What follows belongs to an exercise in optimizing a design on an open flow for small area and few clock cycles; a production flow would make more cautious choices. Where RTL was checked, it was by simulation tests only, not by an equivalence proof against the original. Only the layout flow was run in run 1; the RTL was not checked for function there. Power is estimated from default activity; no workload was simulated.

==> flow/design.v <==
module eppe_pixel_xform (
    input  wire [1:0]  rot,
    input  wire        mirror,
    input  wire        phys,       
    input  wire [15:0] x_in,       
    input  wire [15:0] y_in,       
    output wire        in_range,
    output wire [5:0]  px,         
    output wire [5:0]  py          
);
    wire [5:0] xl = x_in[5:0];
    wire [5:0] yl = y_in[5:0];
    wire       xz = (x_in[15:6] == 10'd0);
    wire       yz = (y_in[15:6] == 10'd0);
    wire       x45 = xz && (xl < 6'd45);
    wire       y45 = yz && (yl < 6'd45);
    wire       swap = rot[0] && !phys;
    assign in_range = swap ? (x45 && yz) : (xz && y45);
    wire       fx = !phys && (rot[0] ? !rot[1] : (mirror ^ rot[1]));
    wire       fy = !phys && (rot[0] ? (mirror ^ rot[1]) : rot[1]);
    wire [5:0] u  = swap ? yl : xl;
    wire [5:0] v  = swap ? xl : yl;
    assign px = u ^ {6{fx}};
    assign py = fy ? (6'd44 - v) : v;
endmodule
module eppe_clip_axis (
    input  wire [15:0] s_in,    
    input  wire [15:0] l_in,    
    input  wire        flip,
    input  wire        d64,     
    output wire [6:0]  s3,
    output wire [6:0]  l4
);
    wire [6:0]  d   = d64 ? 7'd64 : 7'd45;
    wire [15:0] la  = l_in & {16{flip}};
    wire [16:0] v   = {s_in[15], s_in} + {la[15], la};      
    wire        neg = v[16];
    wire        big = !neg && ((v[15:7] != 9'd0) || v[6] || (!d64 && v[5:0] > 6'd45));
    wire [6:0]  vc  = neg ? 7'd0 : (big ? d : v[6:0]);
    wire [6:0]  dm  = d - vc;
    assign s3 = flip ? dm : vc;
    wire [6:0]  rem  = flip ? vc : dm;                    
    wire        lneg = l_in[15];
    wire        lbig = (l_in[14:7] != 8'd0) || (l_in[6:0] > rem);
    assign l4 = lneg ? 7'd0 : (lbig ? rem : l_in[6:0]);
endmodule
module eppe_page_engine (
    input  wire        clk,
    input  wire        rst,
    input  wire        cmd_valid,
    output wire        cmd_ready,
    input  wire [2:0]  cmd_op,
    input  wire [2:0]  cmd_arg,
    input  wire [15:0] cmd_x,
    input  wire [15:0] cmd_y,
    input  wire [15:0] cmd_w,
    input  wire [15:0] cmd_h,
    output wire        out_valid,
    input  wire        out_ready,
    output wire [7:0]  out_data,
    output wire [15:0] page,
    output wire [1:0]  rot,
    output wire        mirror,
    output wire        win_part,
    output wire [15:0] win_x,
    output wire [15:0] win_y,
    output wire [15:0] win_w,
    output wire [15:0] win_h,
    output wire [1:0]  diag
);
    localparam [2:0] OP_SET_ROTATION  = 3'd0;
    localparam [2:0] OP_SET_FULL_WIN  = 3'd1;
    localparam [2:0] OP_SET_PART_WIN  = 3'd2;
    localparam [2:0] OP_FILL          = 3'd3;
    localparam [2:0] OP_SET_PIXEL     = 3'd4;
    localparam [2:0] OP_SET_PIXEL_PHY = 3'd5;
    localparam [2:0] OP_BEGIN_FRAME   = 3'd6;
    localparam [2:0] OP_ADVANCE_PAGE  = 3'd7;
    function [7:0] ge_mask(input [2:0] a);
        ge_mask = 8'hFF << a;
    endfunction
    function [7:0] le_mask(input [2:0] a);
        le_mask = ~(8'hFE << a);
    endfunction
    function [5:0] times5(input [3:0] p);
        case (p)
            4'd0: times5 = 6'd0;   4'd1: times5 = 6'd5;   4'd2: times5 = 6'd10;
            4'd3: times5 = 6'd15;  4'd4: times5 = 6'd20;  4'd5: times5 = 6'd25;
            4'd6: times5 = 6'd30;  4'd7: times5 = 6'd35;  default: times5 = 6'd40;
        endcase
    endfunction
    function [6:0] divmod5(input [5:0] v);
        integer i, q, r;
        begin
            divmod5 = 7'd0;
            for (i = 0; i < 45; i = i + 1) begin
                q = i / 5;
                r = i % 5;
                if (v == i) divmod5 = {q[3:0], r[2:0]};
            end
        end
    endfunction
    reg  [1:0]  s_rot;
    reg         s_mirror;
    reg         s_win_part;
    reg  [3:0]  s_wx8, s_we8;              
    reg  [5:0]  s_wy, s_wh;
    reg  [3:0]  s_cur;                     
    reg         diag_badcmd, diag_passlock;
    reg  [1:0]  bg;                        
    reg  [1:0]  ph;                        
    reg  [2:0]  cw;                        
    reg         cw_all;                    
    reg         streaming;
    reg  [1:0]  st_bg;                     
    reg  [2:0]  st_r, st_r0, st_rl;        
    reg  [2:0]  st_c, st_c0, st_cl;        
    reg  [1:0]  st_j;                      
    wire active = !(s_cur[3] && s_cur[0]);
    assign page     = active ? {12'd0, s_cur} : 16'hFFFF;
    assign rot      = s_rot;
    assign mirror   = s_mirror;
    assign win_part = s_win_part;
    assign win_x    = s_win_part ? {9'd0, s_wx8, 3'd0} : 16'd0;
    assign win_y    = s_win_part ? {10'd0, s_wy} : 16'd0;
    assign win_w    = s_win_part ? {9'd0, s_we8 - s_wx8, 3'd0} : 16'd64;
    assign win_h    = s_win_part ? {10'd0, s_wh} : 16'd45;
    assign diag     = {diag_passlock, diag_badcmd};
    wire       pix_in_range;
    wire [5:0] pix_x, pix_y;
    eppe_pixel_xform u_xform (
        .rot(s_rot), .mirror(s_mirror), .phys(cmd_op[0]),
        .x_in(cmd_x), .y_in(cmd_y),
        .in_range(pix_in_range), .px(pix_x), .py(pix_y)
    );
    reg        clip_step;                  
    reg  [3:0] clip_x8, clip_e8;
    wire       clip_sw = s_rot[0] ^ clip_step;      
    wire [6:0] ax_s3, ax_l4;
    eppe_clip_axis u_axis (
        .s_in(clip_sw ? cmd_y : cmd_x), .l_in(clip_sw ? cmd_h : cmd_w),
        .flip(clip_step ? (s_rot[0] ? (s_rot[1] ^ s_mirror) : s_rot[1])
                        : (s_rot[0] ? !s_rot[1] : (s_rot[1] ^ s_mirror))),
        .d64(!clip_step), .s3(ax_s3), .l4(ax_l4)
    );
    wire [6:0] ax_xe = ax_s3 + ax_l4 + 7'd7;
    always @(posedge clk) begin
        clip_x8 <= ax_s3[6:3];
        clip_e8 <= (ax_l4 == 7'd0) ? ax_s3[6:3] : ax_xe[6:3];
    end
    wire [5:0] pg_start = times5(s_cur);
    wire [6:0] pix_dm  = divmod5(pix_y);
    wire       row_ok  = (pix_dm[6:3] == s_cur);
    wire [2:0] pix_r   = pix_dm[2:0];
    wire [2:0] pix_c   = pix_x[5:3];
    wire [1:0] pix_q   = pix_x[2:1];                          
    wire       pix_lo  = pix_x[0];                            
    wire [3:0] pw_c0 = s_win_part ? s_wx8 : 4'd0;
    wire [3:0] pw_c1 = s_win_part ? s_we8 : 4'd8;
    wire [5:0] pw_y0 = s_win_part ? s_wy : 6'd0;
    wire [5:0] pw_y1 = s_win_part ? s_wy + s_wh : 6'd45;
    wire [6:0] d0 = {1'b0, pw_y0} - {1'b0, pg_start};
    wire [6:0] d1 = {1'b0, pw_y1} - {1'b0, pg_start};
    wire [2:0] pr_r0 = d0[6] ? 3'd0 : d0[2:0];
    wire [2:0] pr_r1 = (!d1[6] && d1[5:0] > 6'd5) ? 3'd5 : d1[2:0];
    wire       rows_ok = !d1[6] && (d1 != 7'd0) && (d0[6] || d0[5:0] < 6'd5) &&
                         (d0[6] || d1[6:0] > d0[6:0]);
    wire       pr_empty = (pw_c1 == pw_c0) || !rows_ok;
    wire st_lastc = (st_c == st_cl);
    wire st_lastr = (st_r == st_rl);
    wire st_vld   = streaming && (ph == st_j);
    wire st_take  = st_vld && out_ready;
    wire st_rd    = st_take && (st_j == 2'd3);            
    wire st_end   = st_rd && st_lastc && st_lastr;
    wire [1:0] head_h, head_l;                            
    function [3:0] nib(input [1:0] code, input [1:0] bgc);
        reg [1:0] c;
        begin
            c = (code == 2'd0) ? bgc : code - 2'd1;       
            nib = (c == 2'd1) ? 4'h0 : ((c == 2'd2) ? 4'h4 : 4'h3);
        end
    endfunction
    assign out_data  = {nib({head_h[1], head_l[1]}, st_bg), nib({head_h[0], head_l[0]}, st_bg)};
    assign out_valid = st_vld;
    wire [7:0] reg_cols  = ge_mask(st_c0) & le_mask(st_cl);
    wire [7:0] reg_rows  = ge_mask(st_r0) & le_mask(st_rl);
    wire [7:0] rows_next = (8'hFE << st_r) & le_mask(st_rl);
    wire [7:0] cols_left = ge_mask(st_c);
    wire pix_pend = streaming && reg_cols[pix_c] &&
                    (rows_next[pix_r] || (pix_r == st_r && cols_left[pix_c]));
    wire is_pix   = (cmd_op == OP_SET_PIXEL) || (cmd_op == OP_SET_PIXEL_PHY);
    wire col3     = (cmd_arg[1:0] == 2'd3);
    wire pix_do   = is_pix && !col3 && active && pix_in_range && row_ok;
    wire busy     = streaming && !st_end;
    wire cw_on    = (cw != 3'd0);
    reg stall;
    always @* begin
        case (cmd_op)
            OP_SET_PART_WIN:  stall = !active && !clip_step;
            OP_FILL:          stall = streaming && active && !col3;
            OP_SET_PIXEL,
            OP_SET_PIXEL_PHY: stall = pix_do && (pix_pend || ph != pix_q);
            OP_BEGIN_FRAME:   stall = streaming && active;
            OP_ADVANCE_PAGE:  stall = active && (busy || cw_on);
            default:          stall = 1'b0;
        endcase
    end
    assign cmd_ready = !stall;
    wire accept = cmd_valid && !stall;
    wire [3:0] next_cur = (s_cur == 4'd8) ? 4'hF : s_cur + 4'd1;
    always @(posedge clk) begin
        if (rst) begin
            s_rot         <= 2'd0;
            s_mirror      <= 1'b0;
            s_win_part    <= 1'b0;
            s_cur         <= 4'hF;
            diag_badcmd   <= 1'b0;
            diag_passlock <= 1'b0;
            streaming     <= 1'b0;
            ph            <= 2'd0;
            cw            <= 3'd0;
            clip_step     <= 1'b0;
        end else begin
            ph <= ph + 2'd1;
            if (cw_on) cw <= cw - 3'd1;
            if (st_take) st_j <= st_j + 2'd1;
            if (st_rd) begin
                if (st_lastc) begin
                    st_c <= st_c0;
                    st_r <= st_r + 3'd1;
                end else begin
                    st_c <= st_c + 3'd1;
                end
            end
            if (st_end) streaming <= 1'b0;
            if (cmd_valid && cmd_op == OP_SET_PART_WIN && !active && !clip_step)
                clip_step <= 1'b1;
            if (accept) begin
                case (cmd_op)
                    OP_SET_ROTATION: begin
                        s_rot    <= cmd_arg[1:0];
                        s_mirror <= cmd_arg[2];
                    end
                    OP_SET_FULL_WIN: begin
                        if (active) diag_passlock <= 1'b1;
                        else        s_win_part    <= 1'b0;
                    end
                    OP_SET_PART_WIN: begin
                        if (active) begin
                            diag_passlock <= 1'b1;
                        end else begin
                            s_win_part <= 1'b1;
                            clip_step  <= 1'b0;
                            s_wx8      <= clip_x8;
                            s_we8      <= clip_e8;
                            s_wy       <= ax_s3[5:0];
                            s_wh       <= ax_l4[5:0];
                        end
                    end
                    OP_FILL: begin
                        if (col3) begin
                            diag_badcmd <= 1'b1;
                        end else if (active) begin
                            cw     <= 3'd4;
                            cw_all <= 1'b1;
                            bg     <= cmd_arg[1:0];
                        end
                    end
                    OP_SET_PIXEL, OP_SET_PIXEL_PHY: begin
                        if (col3) diag_badcmd <= 1'b1;
                    end
                    OP_BEGIN_FRAME: begin
                        s_cur <= 4'd0;
                        bg    <= 2'd0;
                        if (!streaming) begin
                            cw     <= 3'd4;
                            cw_all <= 1'b1;
                        end
                    end
                    OP_ADVANCE_PAGE: begin
                        if (active) begin
                            s_cur  <= next_cur;
                            bg     <= 2'd0;
                            cw     <= 3'd4;
                            cw_all <= pr_empty;
                            if (!pr_empty) begin
                                streaming <= 1'b1;
                                st_bg <= bg;
                                st_r  <= pr_r0;
                                st_r0 <= pr_r0;
                                st_rl <= pr_r1 - 3'd1;
                                st_c  <= pw_c0[2:0];
                                st_c0 <= pw_c0[2:0];
                                st_cl <= pw_c1[2:0] - 3'd1;
                                st_j  <= 2'd0;
                            end
                        end
                    end
                    default: ;
                endcase
            end
        end
    end
    wire       pix_wr = accept && pix_do;
    wire [1:0] code   = cmd_arg[1:0] + 2'd1;                
    wire [4:0] row_clr = {5{cw_on}} & ({5{cw_all}} | ~reg_rows[4:0]);
    wire [7:0] col_clr = {8{cw_on}} & ({8{cw_all}} | ~reg_cols);
    wire [4:0] row_rd  = {5{st_take}} & (5'd1 << st_r);
    wire [7:0] col_rd  = 8'd1 << st_c;
    wire [4:0] row_wr  = {5{pix_wr}} & (5'd1 << pix_r);
    wire [7:0] col_hi  = {8{!pix_lo}} & (8'd1 << pix_c);
    wire [7:0] col_lo  = {8{pix_lo}} & (8'd1 << pix_c);
    wire [79:0] heads_h, heads_l;           
    genvar gr, gc;
    generate
        for (gr = 0; gr < 5; gr = gr + 1) begin : g_row
            for (gc = 0; gc < 8; gc = gc + 1) begin : g_col
                wire clr   = row_clr[gr] || col_clr[gc] || (row_rd[gr] && col_rd[gc]);
                wire wr_hi = row_wr[gr] && col_hi[gc];
                wire wr_lo = row_wr[gr] && col_lo[gc];
                wire [1:0] h0, l0;
                eppe_ring u_ring (
                    .clk(clk), .clr(clr), .wr_hi(wr_hi), .wr_lo(wr_lo),
                    .code(code), .head_h(h0), .head_l(l0)
                );
                assign heads_h[(gr*8+gc)*2 +: 2] = h0;
                assign heads_l[(gr*8+gc)*2 +: 2] = l0;
            end
        end
    endgenerate
    reg [3:0] row_head [0:4];
    reg [3:0] rd_head;
    integer k;
    always @* begin
        for (k = 0; k < 5; k = k + 1) begin
            case (st_c)
                3'd0: row_head[k] = {heads_h[k*16+0  +: 2], heads_l[k*16+0  +: 2]};
                3'd1: row_head[k] = {heads_h[k*16+2  +: 2], heads_l[k*16+2  +: 2]};
                3'd2: row_head[k] = {heads_h[k*16+4  +: 2], heads_l[k*16+4  +: 2]};
                3'd3: row_head[k] = {heads_h[k*16+6  +: 2], heads_l[k*16+6  +: 2]};
                3'd4: row_head[k] = {heads_h[k*16+8  +: 2], heads_l[k*16+8  +: 2]};
                3'd5: row_head[k] = {heads_h[k*16+10 +: 2], heads_l[k*16+10 +: 2]};
                3'd6: row_head[k] = {heads_h[k*16+12 +: 2], heads_l[k*16+12 +: 2]};
                default: row_head[k] = {heads_h[k*16+14 +: 2], heads_l[k*16+14 +: 2]};
            endcase
        end
        case (st_r)
            3'd0: rd_head = row_head[0];
            3'd1: rd_head = row_head[1];
            3'd2: rd_head = row_head[2];
            3'd3: rd_head = row_head[3];
            default: rd_head = row_head[4];
        endcase
    end
    assign head_h = rd_head[3:2];
    assign head_l = rd_head[1:0];
endmodule
module eppe_ring (
    input  wire       clk,
    input  wire       clr,
    input  wire       wr_hi,
    input  wire       wr_lo,
    input  wire [1:0] code,
    output wire [1:0] head_h,
    output wire [1:0] head_l
);
    reg  [1:0] h0, h1, h2, h3;
    reg  [1:0] l0, l1, l2, l3;
    wire       keep_hi = !(wr_hi || clr);
    wire       keep_lo = !(wr_lo || clr);
    wire [1:0] nh, nl;
    assign nh[1] = (keep_hi && h0[1]) || (wr_hi && code[1]);
    assign nh[0] = (keep_lo && h0[0]) || (wr_lo && code[1]);
    assign nl[1] = (keep_hi && l0[1]) || (wr_hi && code[0]);
    assign nl[0] = (keep_lo && l0[0]) || (wr_lo && code[0]);
    always @(posedge clk) begin
        h0 <= h1; h1 <= h2; h2 <= h3; h3 <= nh;
        l0 <= l1; l1 <= l2; l2 <= l3; l3 <= nl;
    end
    assign head_h = h0;
    assign head_l = l0;
endmodule
==> flow/flow/run.sh <==
#!/bin/bash
# The standard layout, with two changes:
#  - input and output ports get the smallest buffer (buf_1);
#  - clock tree synthesis uses no dummy loads and larger sink clusters.
set -euo pipefail
export BUFFER_PORTS_ARGS="-buffer_cell sky130_fd_sc_hd__buf_1"
export CTS_ARGS="-sink_clustering_enable -repair_clock_nets -dont_use_dummy_load -sink_clustering_size 28 -sink_clustering_max_diameter 84"
bash standard.sh > make_flow.log 2>&1
==> flow/standard.sh <==
#!/bin/bash
# synth_recipe.tcl (not shown) runs the flow's synth.tcl, then flattens the netlist and writes it again
# the make line also repeats each setting of config.mk as NAME=value (left out here)
make -C /OpenROAD-flow-scripts/flow DESIGN_CONFIG=/design/flow/config.mk WORK_HOME=/design/flow/orfs CLKGATE_MAP_FILE= SYNTH_SCRIPT=/design/flow/synth_recipe.tcl "${@:-finish}"
==> flow/config.mk <==
export PLATFORM = sky130hd
export DESIGN_NAME = eppe_page_engine
export DESIGN_NICKNAME = eppe_page_engine
export VERILOG_FILES = /design/flow/design.v
export SDC_FILE = /design/flow/constraint.sdc
export NUM_CORES = 4
export LEC_CHECK = 0
export CAP_MARGIN = 10
export CORE_MARGIN = 2
export CORE_UTILIZATION = 55
export SLEW_MARGIN = 10
export SYNTH_HIERARCHICAL = 1
export SYNTH_MINIMUM_KEEP_SIZE = 0
==> flow/constraint.sdc <==
create_clock -name core_clock -period 20.0 [get_ports {clk}]
set_input_delay 4.0000 -clock core_clock [delete_from_list [all_inputs] [get_ports {clk}]]
set_output_delay 4.0000 -clock core_clock [all_outputs]
set_load 0.01 [all_outputs]
==> load_flow_metrics.sql, run 1 <==
INSERT INTO impl_metrics (metric_group, metric, value, unit) VALUES
('logic_synthesis', 'cells_after_synthesis', '2323', ''),
('logic_synthesis', 'synth.ff_latch_count', '716', ''),
('clock_tree', 'cts.sinks', '716', ''),
('routing', 'starting_drt_drc_count', '1593', ''),
('sta', 'unrepaired_setup_endpoints_after_global_routing', 'false', ''),
('power', 'power-per-cell-area', '96.2', 'nW/um^2'),
('run_status', 'status', 'complete, no violations', ''),
('die', 'initial_core_util', '0.555', ''),
('routing', 'detail_route.wl_per_cell', '21.3', 'um'),
('routing', 'detail_route.vias_per_cell', '5.80', ''),
('logic_synthesis', 'synth.top_cell.area_share', '0.521', ''),
('cells_and_area', 'layout-drive-gt1-share', '0.0669', ''),
('sta', 'min_period', '12.68', 'ns'),
('logic_synthesis', 'synthArstFlopShare', '0', ''),
('die', 'die_width', '221', 'um'),
('cells_and_area', 'final_cell_mix', 'sky130_fd_sc_hd__dfxtp_1 (671), sky130_fd_sc_hd__nor2_1 (231), sky130_fd_sc_hd__a22o_1 (164)', ''),
('sta', 'fin_setup_tns', '0', 'ns'),
('sta', 'maxSlewViolCount', '0', ''),
('logic_synthesis', 'post-synth-top-area-cell', 'sky130_fd_sc_hd__dfxtp_1', ''),
('clock_tree', 'cts.repair_timing.setup_buffer_count', '0', ''),
('die', 'core_area', '46500', 'um^2'),
('die', 'die-area', '48700', 'um^2'),
('clock_tree', 'cts_tree', 'yes', ''),
('die', 'die_height', '221', 'um'),
('global_routing', 'grt_overflow_total', '0', ''),
('sta', 'finalCritPeriodShare', '0.634', ''),
('worst_setup_path', 'setup_crit_path_kind', 'in2out', ''),
('sta', 'finalHoldViolCount', '0', ''),
('routing', 'routed_wl', '64.4', 'mm'),
('global_routing', 'grt_max_degree', '81', ''),
('routing', 'antenna_violating_nets_post_route', '0', ''),
('min_path', 'timing.hold.worst.start', 'g_row[4].g_col[6].u_ring.h1[1]', ''),
('logic_synthesis', 'synth-edff-count', '45', ''),
('clock_tree', 'insertion_delay', '0.59', 'ns'),
('logic_synthesis', 'yosys_warnings', '9', ''),
('worst_setup_path', 'critical_path_arrival', '8.68', 'ns'),
('sta', 'achievable-frequency', '78.8', 'MHz'),
('global_routing', 'grt_first_pass_wirelength', '97.2', 'mm'),
('clock_tree', 'clk_pin_slew_worst_setup_hold_paths', '0.10', 'ns'),
('cells_and_area', 'nFillCells', '3951', ''),
('placed_design', 'dp_hpwl', '46.4', 'mm'),
('cells_and_area', 'multiInputGateArea', '10100', 'um^2'),
('worst_setup_path', 'timing.critical_path.to_type', 'primary output', ''),
('routing', 'detail_route.first_pass.iterations', '6', ''),
('worst_setup_path', 'crit-reg2reg-launch', 'clip_step', ''),
('worst_setup_path', 'r2r_cells', '46', ''),
('routing', 'via_count', '17500', ''),
('placed_design', 'gpl.final_weighted_congestion', '0.888', ''),
('power', 'cellLeakagePower', '10.7', 'nW'),
('cells_and_area', 'syn2layout_area_growth', '6.36', '%'),
('die', 'io-pin-count', '170', ''),
('sta', 'max_slew.worst_pin.slew', '1.23', 'ns'),
('worst_setup_path', 'register_to_register_setup_slack', '9.81', 'ns'),
('logic_synthesis', 'synth_flop_cell', 'sky130_fd_sc_hd__dfxtp_1', ''),
('global_routing', 'first_global_vias', '16700', ''),
('clock_tree', 'cts_htree_levels', '2', ''),
('logic_synthesis', 'synthDistinctLibCells', '104', ''),
('sta', 'finalSetupViolCount', '0', ''),
('worst_setup_path', 'worst_ep_required_time', '16.00', 'ns'),
('min_path', 'hold_path.class', 'reg2reg', ''),
('routing', 'post-route-drc-count', '0', ''),
('clock_tree', 'cts_buffers', '34', ''),
('sta', 'slew_headroom', '0.155', ''),
('cells_and_area', 'layout.nets', '2578', ''),
('clock_tree', 'ctsResizeCount', '0', ''),
('worst_setup_path', 'start_kind', 'input pin', ''),
('logic_synthesis', 'synth.avg_cell_area', '11.1', 'um^2'),
('die', 'core.rowCount', '79', ''),
('logic_synthesis', 'synth.area.top_cells', 'sky130_fd_sc_hd__dfxtp_1 (52%), sky130_fd_sc_hd__a22o_1 (5.6%), sky130_fd_sc_hd__edfxtp_1 (5.2%)', ''),
('clock_tree', 'cts-root-buf', 'sky130_fd_sc_hd__clkbuf_16', ''),
('power', 'vdd.ir_drop.worst', '0.112', 'mV');
kinds of logic (layout without fill, tap and decap cells):
family / Yosys count / in the layout / synth area share
mux: 72 / 72 / 0.0304
simple gates: 617 / 617 / 0.120
flops: 716 / 716 / 0.573
fa+ha+maj: 97 / 97 / 0.0482
other cells: 1 / 47 / 0.000145
compound gates: 540 / 540 / 0.164
buf+inv: 215 / 255 / 0.0423
xor+xnor: 65 / 65 / 0.0221
per-module statistics from Yosys (local to each module, per instance):
module            flops+latches  area, um^2  times used  cells inside
eppe_page_engine             76        8810           1          1092
eppe_clip_axis                0        1910           1           268
eppe_pixel_xform              0         568           1            83
eppe_ring                    16         363          40            22
per-stage QoR:
stage | cells | utilization | area, um^2 | hold slack (ns) | setup slack [ns]
after global routing | 3015 | 0.591 | 27400 | 0.290 | 6.88
after detailed placement | 2981 | 0.572 | 26600 | 0.312 | 7.15
after floorplan | 2368 | - | 26000 | 0.310 | 8.45
after CTS | 3015 | 0.591 | 27400 | 0.281 | 7.15
after global placement | 2981 | 0.572 | 26600 | 0.310 | 7.34
final | 3016 | 0.591 | 27400 | 0.278 | 7.32
routing by layer:
metal | GRT usage | share of wire
met5 | 0 | 0.00016
met4 | 0.0978 | 0.034
met3 | 0.0313 | 0.054
met2 | 0.446 | 0.47
met1 | 0.346 | 0.44
power by group:
part / internal [mW] / switching [mW]
logic: 0.129 / 0.337
registers: 1.45 / 0.00700
clock network: 0.306 / 0.411
total: 1.88 / 0.755
worst max-delay path, cell delays in order:
cell                        delay [ns]
sky130_fd_sc_hd__buf_1            0.16
sky130_fd_sc_hd__o211a_1          0.27
sky130_fd_sc_hd__a2111oi_0        0.56
sky130_fd_sc_hd__xnor2_1          0.13
sky130_fd_sc_hd__mux2i_1          0.97
sky130_fd_sc_hd__nor2b_1          0.64
sky130_fd_sc_hd__and3_1           0.24
sky130_fd_sc_hd__o21ai_1          0.07
sky130_fd_sc_hd__o211ai_1         0.37
sky130_fd_sc_hd__nand4b_1         0.22
sky130_fd_sc_hd__a311oi_2         0.13
sky130_fd_sc_hd__o22ai_4          0.43
sky130_fd_sc_hd__nor2_1           0.08
sky130_fd_sc_hd__nor2_1           0.22
sky130_fd_sc_hd__buf_1            0.19
final cells by class:
type,count,share of cell area
flip-flops and latches,716,0.539
diodes,1,0.0000912
repair buffers,146,0.0231
well taps,607,0.0277
inverters,75,0.0103
clock buffers,34,0.0310
multi-input cells,1437,0.369
how the worst max path moves through the flow:
| stage | start | to | cells past startpoint |
|---|---|---|---|
| finish | cmd_x[1] | cmd_ready | 15 |
| global route | cmd_op[0] | cmd_ready | 17 |
| CTS | cmd_op[0] | cmd_ready | 17 |
| detailed placement | cmd_op[0] | cmd_ready | 17 |
| global placement | cmd_op[0] | cmd_ready | 17 |
| floorplan | cmd_w[4] | clip_e8[3] | 42 |
Yosys cell counts, types with 22 or more instances:
library cell               count
sky130_fd_sc_hd__a211oi_1     22
sky130_fd_sc_hd__a21oi_1      72
sky130_fd_sc_hd__a222oi_1     35
sky130_fd_sc_hd__a22o_1      164
sky130_fd_sc_hd__and2_1       32
sky130_fd_sc_hd__buf_4        62
sky130_fd_sc_hd__clkbuf_1     59
sky130_fd_sc_hd__dfxtp_1     671
sky130_fd_sc_hd__edfxtp_1     45
sky130_fd_sc_hd__ha_1         89
sky130_fd_sc_hd__inv_1        74
sky130_fd_sc_hd__mux2_2       47
sky130_fd_sc_hd__mux2i_1      24
sky130_fd_sc_hd__nand2_1     111
sky130_fd_sc_hd__nand2b_1     24
sky130_fd_sc_hd__nand3_1      43
sky130_fd_sc_hd__nor2_1      231
sky130_fd_sc_hd__nor2b_1      28
sky130_fd_sc_hd__nor3_1       39
sky130_fd_sc_hd__o211ai_1     37
sky130_fd_sc_hd__o21ai_0      52
sky130_fd_sc_hd__xnor2_1      46
sequential cells by signal, summed over array words and instances (netlist names), 4 cells and up, named ones only:
name / count
g_row.g_col.u_ring.h3: 80
s_cur: 4
g_row.g_col.u_ring.l2: 80
s_wy: 6
g_row.g_col.u_ring.l3: 80
s_we8: 4
g_row.g_col.u_ring.h2: 80
s_wh: 6
clip_e8: 4
g_row.g_col.u_ring.h0: 80
g_row.g_col.u_ring.l1: 80
g_row.g_col.u_ring.l0: 80
g_row.g_col.u_ring.h1: 80
clip_x8: 4
s_wx8: 4
==> run 2, diff against run 1 <==
--- a/flow/design.v
+++ b/flow/design.v
@@ -113,7 +113,7 @@
     reg         cw_all;                    
     reg         streaming;
     reg  [1:0]  st_bg;                     
-    reg  [2:0]  st_r, st_r0, st_rl;        
+    reg  [2:0]  st_r, st_rl;               
     reg  [2:0]  st_c, st_c0, st_cl;        
     reg  [1:0]  st_j;                      
     wire active = !(s_cur[3] && s_cur[0]);
@@ -183,7 +183,7 @@
     assign out_data  = {nib({head_h[1], head_l[1]}, st_bg), nib({head_h[0], head_l[0]}, st_bg)};
     assign out_valid = st_vld;
     wire [7:0] reg_cols  = ge_mask(st_c0) & le_mask(st_cl);
-    wire [7:0] reg_rows  = ge_mask(st_r0) & le_mask(st_rl);
+    wire [7:0] reg_rows  = ge_mask(st_r) & le_mask(st_rl);
     wire [7:0] rows_next = (8'hFE << st_r) & le_mask(st_rl);
     wire [7:0] cols_left = ge_mask(st_c);
     wire pix_pend = streaming && reg_cols[pix_c] &&
@@ -287,7 +287,6 @@
                                 streaming <= 1'b1;
                                 st_bg <= bg;
                                 st_r  <= pr_r0;
-                                st_r0 <= pr_r0;
                                 st_rl <= pr_r1 - 3'd1;
                                 st_c  <= pw_c0[2:0];
                                 st_c0 <= pw_c0[2:0];
==> load_flow_metrics.sql, run 2 <==
INSERT INTO impl_metrics (metric_group, metric, value, unit) VALUES
('placed_design', 'dp_hpwl', '46.6', 'mm'),
('global_routing', 'first_global_vias', '17200', ''),
('logic_synthesis', 'synthMostInstantiatedCell', 'sky130_fd_sc_hd__dfxtp_1', ''),
('logic_synthesis', 'synth.top_cell.area_share', '0.520', ''),
('die', 'die_width', '221', 'um'),
('clock_tree', 'cts_hold_repair.buffers', '0', ''),
('die', 'die-area', '48700', 'um^2'),
('global_routing', 'grt_max_degree', '81', ''),
('global_routing', 'grt_first_pass_wirelength', '100', 'mm'),
('cells_and_area', 'final_common_cell', 'sky130_fd_sc_hd__dfxtp_1', ''),
('logic_synthesis', 'synth.avg_cell_area', '11.1', 'um^2'),
('sta', 'final_clock_skew', '0.0674', 'ns'),
('worst_setup_path', 'worst_ep_required_time', '16.00', 'ns'),
('sta', 'fin_setup_tns', '0', 'ns'),
('global_routing', 'grt_antenna_before_repair', '1', ''),
('clock_tree', 'insertion_delay', '0.58', 'ns'),
('sta', 'unrepaired_setup_endpoints_after_global_routing', 'false', ''),
('die', 'core_area', '46500', 'um^2'),
('logic_synthesis', 'synthDistinctLibCells', '100', ''),
('sta', 'finalHoldViolCount', '0', ''),
('routing', 'antenna_violating_nets_post_route', '0', ''),
('worst_setup_path', 'critPathMaxFanout', '29', ''),
('placed_design', 'area_after_detailed_placement', '26600', 'um^2'),
('logic_synthesis', 'synth_seq_area_share', '0.569', ''),
('global_routing', 'grt_util_all_layers', '0.271', ''),
('worst_setup_path', 'setup_crit_path_kind', 'in2out', ''),
('clock_tree', 'cts_tree', 'yes', ''),
('routing', 'routed_wl', '66.7', 'mm'),
('die', 'io-pin-count', '170', ''),
('cells_and_area', 'final_instance_area', '27400', 'um^2'),
('min_path', 'hold_path.class', 'reg2reg', ''),
('cells_and_area', 'nFillCells', '3994', ''),
('placed_design', 'gpl.final_weighted_congestion', '0.926', ''),
('power', 'p_total', '2.75', 'mW'),
('die', 'die_height', '221', 'um'),
('die', 'initial_core_util', '0.556', ''),
('power', 'power-per-cell-area', '100', 'nW/um^2'),
('global_routing', 'grt_overflow_total', '0', ''),
('routing', 'via_count', '17900', ''),
('clock_tree', 'cts_htree_levels', '2', ''),
('routing', 'detail_route.first_pass.iterations', '7', ''),
('sta', 'slew_headroom', '0.281', ''),
('routing', 'starting_drt_drc_count', '1539', ''),
('routing', 'detail_route.wl_per_cell', '22.1', 'um'),
('logic_synthesis', 'yosys.area_share.simple', '0.118', ''),
('sta', 'achievable-frequency', '78.4', 'MHz'),
('logic_synthesis', 'synth-adder-area-share', '0.0482', ''),
('sta', 'max_slew.worst_pin.slew', '1.07', 'ns'),
('logic_synthesis', 'synth-edff-count', '42', ''),
('clock_tree', 'cts.path.max_buffers', '3', ''),
('routing', 'post-route-drc-count', '0', ''),
('flow_run', 'max_cap_viol_count', '0', ''),
('clock_tree', 'cts-root-buf', 'sky130_fd_sc_hd__clkbuf_16', ''),
('logic_synthesis', 'synth_top_family_by_area', 'compound AO/OA/AOI/OAI gates', ''),
('sta', 'finalSetupViolCount', '0', ''),
('logic_synthesis', 'synth_flop_cell', 'sky130_fd_sc_hd__dfxtp_1', ''),
('clock_tree', 'cts.sinks', '713', ''),
('sta', 'min_period', '12.76', 'ns'),
('logic_synthesis', 'synthArstFlopShare', '0', ''),
('cells_and_area', 'diodes', '0', ''),
('cells_and_area', 'layout-drive-gt1-share', '0.0610', ''),
('worst_setup_path', 'timing.critical_path.to_type', 'primary output', ''),
('power', 'cellLeakagePower', '10.6', 'nW'),
('clock_tree', 'ctsResizeCount', '0', ''),
('sta', 'maxSlewViolCount', '0', ''),
('placed_design', 'dp.cells', '2984', ''),
('logic_synthesis', 'post_synth_most_frequent_cells', 'sky130_fd_sc_hd__dfxtp_1 (671), sky130_fd_sc_hd__nor2_1 (166), sky130_fd_sc_hd__a22o_1 (162)', ''),
('routing', 'detail_route.vias_per_cell', '5.94', ''),
('worst_setup_path', 'critical_path_arrival', '8.76', 'ns'),
('sta', 'finalCritPeriodShare', '0.638', ''),
('worst_setup_path', 'start_kind', 'input pin', ''),
('logic_synthesis', 'synth_compound_area_frac', '0.167', ''),
('cells_and_area', 'final_cell_mix', 'sky130_fd_sc_hd__dfxtp_1 (671), sky130_fd_sc_hd__nor2_1 (166), sky130_fd_sc_hd__a22o_1 (162)', ''),
('logic_synthesis', 'post-synth-top-area-cell', 'sky130_fd_sc_hd__dfxtp_1', ''),
('power', 'vdd.ir_drop.worst', '0.0957', 'mV'),
('cells_and_area', 'syn2layout_area_growth', '6.26', '%'),
('logic_synthesis', 'cells_after_synthesis', '2333', ''),
('logic_synthesis', 'netlist_area', '25800', 'um^2'),
('clock_tree', 'clk_pin_slew_worst_setup_hold_paths', '0.10', 'ns'),
('logic_synthesis', 'yosys_warnings', '9', ''),
('cells_and_area', 'final-instance-count-excl-fill', '3018', ''),
('logic_synthesis', 'synth.area.top_cells', 'sky130_fd_sc_hd__dfxtp_1 (52%), sky130_fd_sc_hd__a22o_1 (5.5%), sky130_fd_sc_hd__edfxtp_1 (4.9%)', ''),
('logic_synthesis', 'synth_xor_area_frac', '0.0231', ''),
('run_status', 'status', 'complete, no violations', ''),
('clock_tree', 'cts_buffers', '34', ''),
('die', 'core.rowCount', '79', ''),
('clock_tree', 'cts.repair_timing.setup_buffer_count', '0', ''),
('cells_and_area', 'layout.nets', '2581', ''),
('placed_design', 'place.port_buffers', '123', ''),
('logic_synthesis', 'synthMuxAreaShare', '0.0295', ''),
('logic_synthesis', 'synth.ff_latch_count', '713', '');
[run 2: cell families after synthesis]
logic type / after synthesis
adder cells (fa/ha/maj): 97
XOR/XNOR: 68
flip-flops: 713
AND/OR/NAND/NOR: 601
other: 1
multiplexers: 70
AO/OA/AOI/OAI: 553
buffers and inverters: 230
[run 2: through the flow]
| stage | util | hold WS [ns] | setup slack (ns) |
|---|---|---|---|
| after floorplan | - | 0.310 | 8.45 |
| after global placement | 0.572 | 0.310 | 7.42 |
| after detailed placement | 0.572 | 0.312 | 7.24 |
| after CTS | 0.590 | 0.285 | 7.34 |
| after global routing | 0.590 | 0.288 | 6.94 |
| final | 0.590 | 0.286 | 7.24 |
[run 2: worst paths after layout]
path | cells after the start | slack, ns | to | from
worst max-delay path | 17 | 7.24 | cmd_ready | cmd_op[0]
worst min-delay path | 0 | 0.29 | g_row[2].g_col[5].u_ring.l0[0] | g_row[2].g_col[5].u_ring.l1[0]
worst max register to register | 48 | 9.72 | clip_e8[3] | clip_step
worst min register to register | 0 | 0.29 | g_row[2].g_col[5].u_ring.l0[0] | g_row[2].g_col[5].u_ring.l1[0]
[run 2: worst max-delay path, cell delays in order]
cell and delay (ns):
sky130_fd_sc_hd__buf_1 0.06, sky130_fd_sc_hd__buf_4 0.29, sky130_fd_sc_hd__nand2b_1 0.39, sky130_fd_sc_hd__mux2i_1 0.17, sky130_fd_sc_hd__ha_1 0.29, sky130_fd_sc_hd__nor2_1 0.04
sky130_fd_sc_hd__a21oi_1 0.72, sky130_fd_sc_hd__inv_1 0.28, sky130_fd_sc_hd__a221oi_1 0.34, sky130_fd_sc_hd__a211oi_1 0.10, sky130_fd_sc_hd__and2_1 0.47, sky130_fd_sc_hd__xnor2_1 0.25
sky130_fd_sc_hd__or4_4 0.57, sky130_fd_sc_hd__a31oi_2 0.37, sky130_fd_sc_hd__or2_2 0.22, sky130_fd_sc_hd__inv_1 0.05, sky130_fd_sc_hd__buf_1 0.12
[run 2: cell type report]
cell class              count  area, um^2  area share
clock buffers              34         851      0.0310
well taps                 607         759      0.0277
flip-flops and latches    713       14700       0.536
multi-input cells        1435       10200       0.371
repair buffers            149         657      0.0239
inverters                  80         300      0.0109
[run 2: where the power goes]
part	leakage [nW]	total, mW	internal, mW	switching, mW
clock	0.419	0.716	0.306	0.411
combinational	4.41	0.582	0.163	0.419
sequential	5.80	1.45	1.44	0.00802
[run 2: per-module statistics from Yosys (local to each module, per instance)]
module | cell area [um^2] | flip-flops and latches
eppe_pixel_xform | 568 | 0
eppe_clip_axis | 1910 | 0
eppe_page_engine | 8820 | 73
eppe_ring | 363 | 16
[run 2: layer usage]
layer  global-route usage  up-vias  share of wire
li1                     -     8517              -
met1                0.350     8660           0.43
met2                0.468      622           0.48
met3               0.0357      128          0.057
met4               0.0960        0          0.036
met5                    0        -              0
Testbench counts of run 2, summed over its fixed seeds: cycles 22,098.
==> run 3, diff against run 2 <==
--- a/flow/config.mk
+++ b/flow/config.mk
@@ -7,7 +7,7 @@
 export LEC_CHECK = 0
 export CAP_MARGIN = 10
 export CORE_MARGIN = 2
-export CORE_UTILIZATION = 55
+export CORE_UTILIZATION = 70
 export SLEW_MARGIN = 10
 export SYNTH_HIERARCHICAL = 1
 export SYNTH_MINIMUM_KEEP_SIZE = 0
==> load_flow_metrics.sql, run 3 <==
INSERT INTO impl_metrics (metric_group, metric, value, unit) VALUES
('routing', 'post-route-drc-count', '0', ''),
('global_routing', 'busiest_layer', 'met2', ''),
('cells_and_area', 'final_common_cell', 'sky130_fd_sc_hd__dfxtp_1', ''),
('sta', 'finalSetupViolCount', '0', ''),
('sta', 'final.hold.worst_slack', '0.272', 'ns'),
('routing', 'detail_route.vias_per_cell', '6.41', ''),
('logic_synthesis', 'synthMostInstantiatedCell', 'sky130_fd_sc_hd__dfxtp_1', ''),
('power', 'cellLeakagePower', '10.6', 'nW'),
('clock_tree', 'cts_buffers', '31', ''),
('cells_and_area', 'final_cell_mix', 'sky130_fd_sc_hd__dfxtp_1 (671), sky130_fd_sc_hd__nor2_1 (166), sky130_fd_sc_hd__a22o_1 (162)', ''),
('cells_and_area', 'layout.nets', '2577', ''),
('clock_tree', 'ctsResizeCount', '0', ''),
('sta', 'maxSlewViolCount', '0', ''),
('logic_synthesis', 'synth_seq_area_share', '0.569', ''),
('sta', 'achievable-frequency', '78.1', 'MHz'),
('die', 'initial_core_util', '0.708', ''),
('routing', 'starting_drt_drc_count', '1860', ''),
('die', 'die-area', '38400', 'um^2'),
('clock_tree', 'cts.sinks', '713', ''),
('worst_setup_path', 'critical_path_arrival', '8.81', 'ns'),
('logic_synthesis', 'synthDistinctLibCells', '100', ''),
('sta', 'finalCritPeriodShare', '0.641', ''),
('routing', 'detail_route.wl_per_cell', '22.8', 'um'),
('sta', 'fin_setup_tns', '0', 'ns'),
('worst_setup_path', 'start_kind', 'input pin', ''),
('worst_setup_path', 'r2r_cells', '47', ''),
('sta', 'min_period', '12.81', 'ns'),
('cells_and_area', 'multiInputGateArea', '10200', 'um^2'),
('sta', 'slew_headroom', '0.230', ''),
('sta', 'max_slew.worst_pin.slew', '1.14', 'ns'),
('global_routing', 'grt.met3_usage', '0.0416', ''),
('die', 'core.rowCount', '70', ''),
('global_routing', 'grt_overflow_total', '0', ''),
('global_routing', 'grt_max_degree', '82', ''),
('cells_and_area', 'syn2layout_area_growth', '5.28', '%'),
('clock_tree', 'cts_hold_repair.buffers', '0', ''),
('clock_tree', 'cts_htree_levels', '1', ''),
('cells_and_area', 'seqCellArea', '14700', 'um^2'),
('placed_design', 'dp_hpwl', '45.8', 'mm'),
('logic_synthesis', 'synth.area.top_cells', 'sky130_fd_sc_hd__dfxtp_1 (52%), sky130_fd_sc_hd__a22o_1 (5.5%), sky130_fd_sc_hd__edfxtp_1 (4.9%)', ''),
('die', 'io-pin-count', '170', ''),
('logic_synthesis', 'synth_flop_cell', 'sky130_fd_sc_hd__dfxtp_1', ''),
('logic_synthesis', 'post_synth_most_frequent_cells', 'sky130_fd_sc_hd__dfxtp_1 (671), sky130_fd_sc_hd__nor2_1 (166), sky130_fd_sc_hd__a22o_1 (162)', ''),
('routing', 'detail_route.first_pass.iterations', '8', ''),
('logic_synthesis', 'synth.avg_cell_area', '11.1', 'um^2'),
('global_routing', 'grt_use_met2', '0.578', ''),
('cells_and_area', 'nFillCells', '2462', ''),
('worst_setup_path', 'timing.critical_path.to_type', 'primary output', ''),
('cells_and_area', 'layout-drive-gt1-share', '0.0598', ''),
('clock_tree', 'cts.repair_timing.setup_buffer_count', '0', ''),
('logic_synthesis', 'synthArstFlopShare', '0', ''),
('global_routing', 'grt_util_all_layers', '0.336', ''),
('clock_tree', 'cts-root-buf', 'sky130_fd_sc_hd__clkbuf_16', ''),
('cells_and_area', 'final-instance-count-excl-fill', '2875', ''),
('placed_design', 'place.port_buffers', '123', ''),
('worst_setup_path', 'critPathMaxFanout', '29', ''),
('run_status', 'status', 'complete, no violations', ''),
('clock_tree', 'cts_tree', 'yes', ''),
('flow_run', 'max_cap_viol_count', '0', ''),
('worst_setup_path', 'worst_ep_required_time', '16.00', 'ns'),
('global_routing', 'grt_antenna_before_repair', '1', ''),
('min_path', 'hold_path.class', 'reg2reg', ''),
('sta', 'finalHoldViolCount', '0', ''),
('routing', 'via_count', '18400', ''),
('cells_and_area', 'diodes', '0', ''),
('logic_synthesis', 'synth.top_cell.area_share', '0.520', ''),
('die', 'die_height', '196', 'um'),
('placed_design', 'gpl.final_weighted_congestion', '0.951', ''),
('placed_design', 'dp.cells', '2844', ''),
('logic_synthesis', 'yosys_warnings', '9', ''),
('sta', 'unrepaired_setup_endpoints_after_global_routing', 'false', ''),
('clock_tree', 'clk_pin_slew_worst_setup_hold_paths', '0.10', 'ns'),
('routing', 'routed_wl', '65.7', 'mm'),
('worst_setup_path', 'setup_crit_path_kind', 'in2out', ''),
('logic_synthesis', 'netlist_area', '25800', 'um^2'),
('sta', 'final_clock_skew', '0.0623', 'ns'),
('clock_tree', 'insertion_delay', '0.62', 'ns'),
('die', 'die_width', '196', 'um'),
('logic_synthesis', 'synth.ff_latch_count', '713', ''),
('clock_tree', 'cts.path.max_buffers', '3', ''),
('routing', 'antenna_violating_nets_post_route', '0', ''),
('power', 'vdd.ir_drop.worst', '0.0776', 'mV'),
('die', 'core_area', '36400', 'um^2'),
('global_routing', 'grt_first_pass_wirelength', '101', 'mm'),
('global_routing', 'met1_usage', '0.422', ''),
('power', 'power-per-cell-area', '99.8', 'nW/um^2'),
('logic_synthesis', 'cells_after_synthesis', '2333', ''),
('min_path', 'worstHoldPathCells', '0', ''),
('logic_synthesis', 'post-synth-top-area-cell', 'sky130_fd_sc_hd__dfxtp_1', ''),
('logic_synthesis', 'synth-edff-count', '42', ''),
('global_routing', 'first_global_vias', '18200', '');
[run 3: cell counts after synthesis]
No cell type changed its count.
[run 3: worst paths after layout]
kind / from / end / slack, ns
hold / removal: g_row[4].g_col[7].u_ring.l2[1] / g_row[4].g_col[7].u_ring.l1[1] / 0.27
setup reg to reg: s_rot[0] / clip_e8[3] / 9.70
setup / recovery: cmd_op[0] / cmd_ready / 7.19
hold reg to reg: g_row[4].g_col[7].u_ring.l2[1] / g_row[4].g_col[7].u_ring.l1[1] / 0.27
[run 3: logic make-up (layout without fill, tap and decap cells)]
family                     count (synthesis)  in the layout  share of synthesized area
DFF                                      713            713                      0.569
and+or+nand+nor                          601            601                      0.118
AOI/OAI and AO/OA                        553            553                      0.167
buffers and inverters                    230            259                     0.0446
adders and majority gates                 97             97                     0.0482
muxes                                     70             70                     0.0295
xor gates and xnor gates                  68             68                     0.0231
other                                      1             46                   0.000145
[run 3: per-layer routing]
layer  routed length [um]  vias up
li1                     -     8515
met1                26000     8815
met2                31500      882
met3                 4700      213
met4                 3460        2
met5                   13        -
[run 3: Yosys stat by module, one instance, submodules excluded]
module / cells / copies in the design
eppe_page_engine: 1102 / 1
eppe_clip_axis: 268 / 1
eppe_pixel_xform: 83 / 1
eppe_ring: 22 / 40
[run 3: metrics by stage]
stage | util | setup WS [ns] | total power [mW] | instance area [um^2]
finish | 0.746 | 7.19 | 2.71 | 27200
detailed placement | 0.724 | 7.08 | 2.04 | 26400
global route | 0.746 | 6.91 | 2.80 | 27200
CTS | 0.746 | 7.07 | 2.70 | 27200
global placement | 0.724 | 7.33 | 2.03 | 26400
floorplan | - | 8.45 | 1.86 | 26000
[run 3: area by class of cell]
class / count / area share
clock buffer: 31 / 0.0285
sequential: 713 / 0.541
inverter: 80 / 0.0111
multi-input combinational: 1435 / 0.374
tap: 468 / 0.0215
timing repair buffer: 148 / 0.0239
[run 3: where the power goes]
part	leakage (nW)	internal, mW	total (mW)	switching (mW)
clock	0.382	0.276	0.676	0.400
combinational	4.40	0.164	0.585	0.421
sequential	5.80	1.44	1.45	0.00847
[run 3: worst max-delay path, stage by stage]
cell	delay, ns
sky130_fd_sc_hd__buf_1	0.06
sky130_fd_sc_hd__buf_4	0.30
sky130_fd_sc_hd__nand2b_1	0.38
sky130_fd_sc_hd__mux2i_1	0.17
sky130_fd_sc_hd__ha_1	0.30
sky130_fd_sc_hd__nor2_1	0.04
sky130_fd_sc_hd__a21oi_1	0.75
sky130_fd_sc_hd__inv_1	0.31
sky130_fd_sc_hd__a221oi_1	0.33
sky130_fd_sc_hd__a211oi_1	0.09
sky130_fd_sc_hd__and2_1	0.47
sky130_fd_sc_hd__xnor2_1	0.25
sky130_fd_sc_hd__or4_4	0.58
sky130_fd_sc_hd__a31oi_2	0.37
sky130_fd_sc_hd__or2_2	0.23
sky130_fd_sc_hd__inv_1	0.04
sky130_fd_sc_hd__buf_1	0.12

-- port drivers added, routing unchanged --
The results above use ideal ports. As a check the final layouts listed here were re-extracted and re-timed, cells and wires unchanged. Step 1: set_driving_cell puts a clkbuf_16 on clk and a buf_2 on each other input, an assumption about the parent block. Step 2 times the ports against the registers' clock, not the clock port: input delays grow and output delays shrink by t, the midpoint of the rising clock arrivals with the driver on. Three values: no drivers, after step 1, after step 2; two values: the first two.
| run | t, ns | setup WS [ns] | hold slack, ns |
|---|---|---|---|
| run 1 | 0.597 | 7.316 / 7.264 / 7.189 | 0.278 / 0.278 / 0.278 |
| run 2 | 0.603 | 7.243 / 7.220 / 7.096 | 0.286 / 0.286 / 0.286 |
| run 3 | 0.649 | 7.188 / 7.167 / 7.167 | 0.272 / 0.272 / 0.272 |
After both steps setup and hold are still met in every run listed. The setup slack of run 2, which loses most, moves by -0.023 ns with the drivers and by -0.147 ns with both steps.
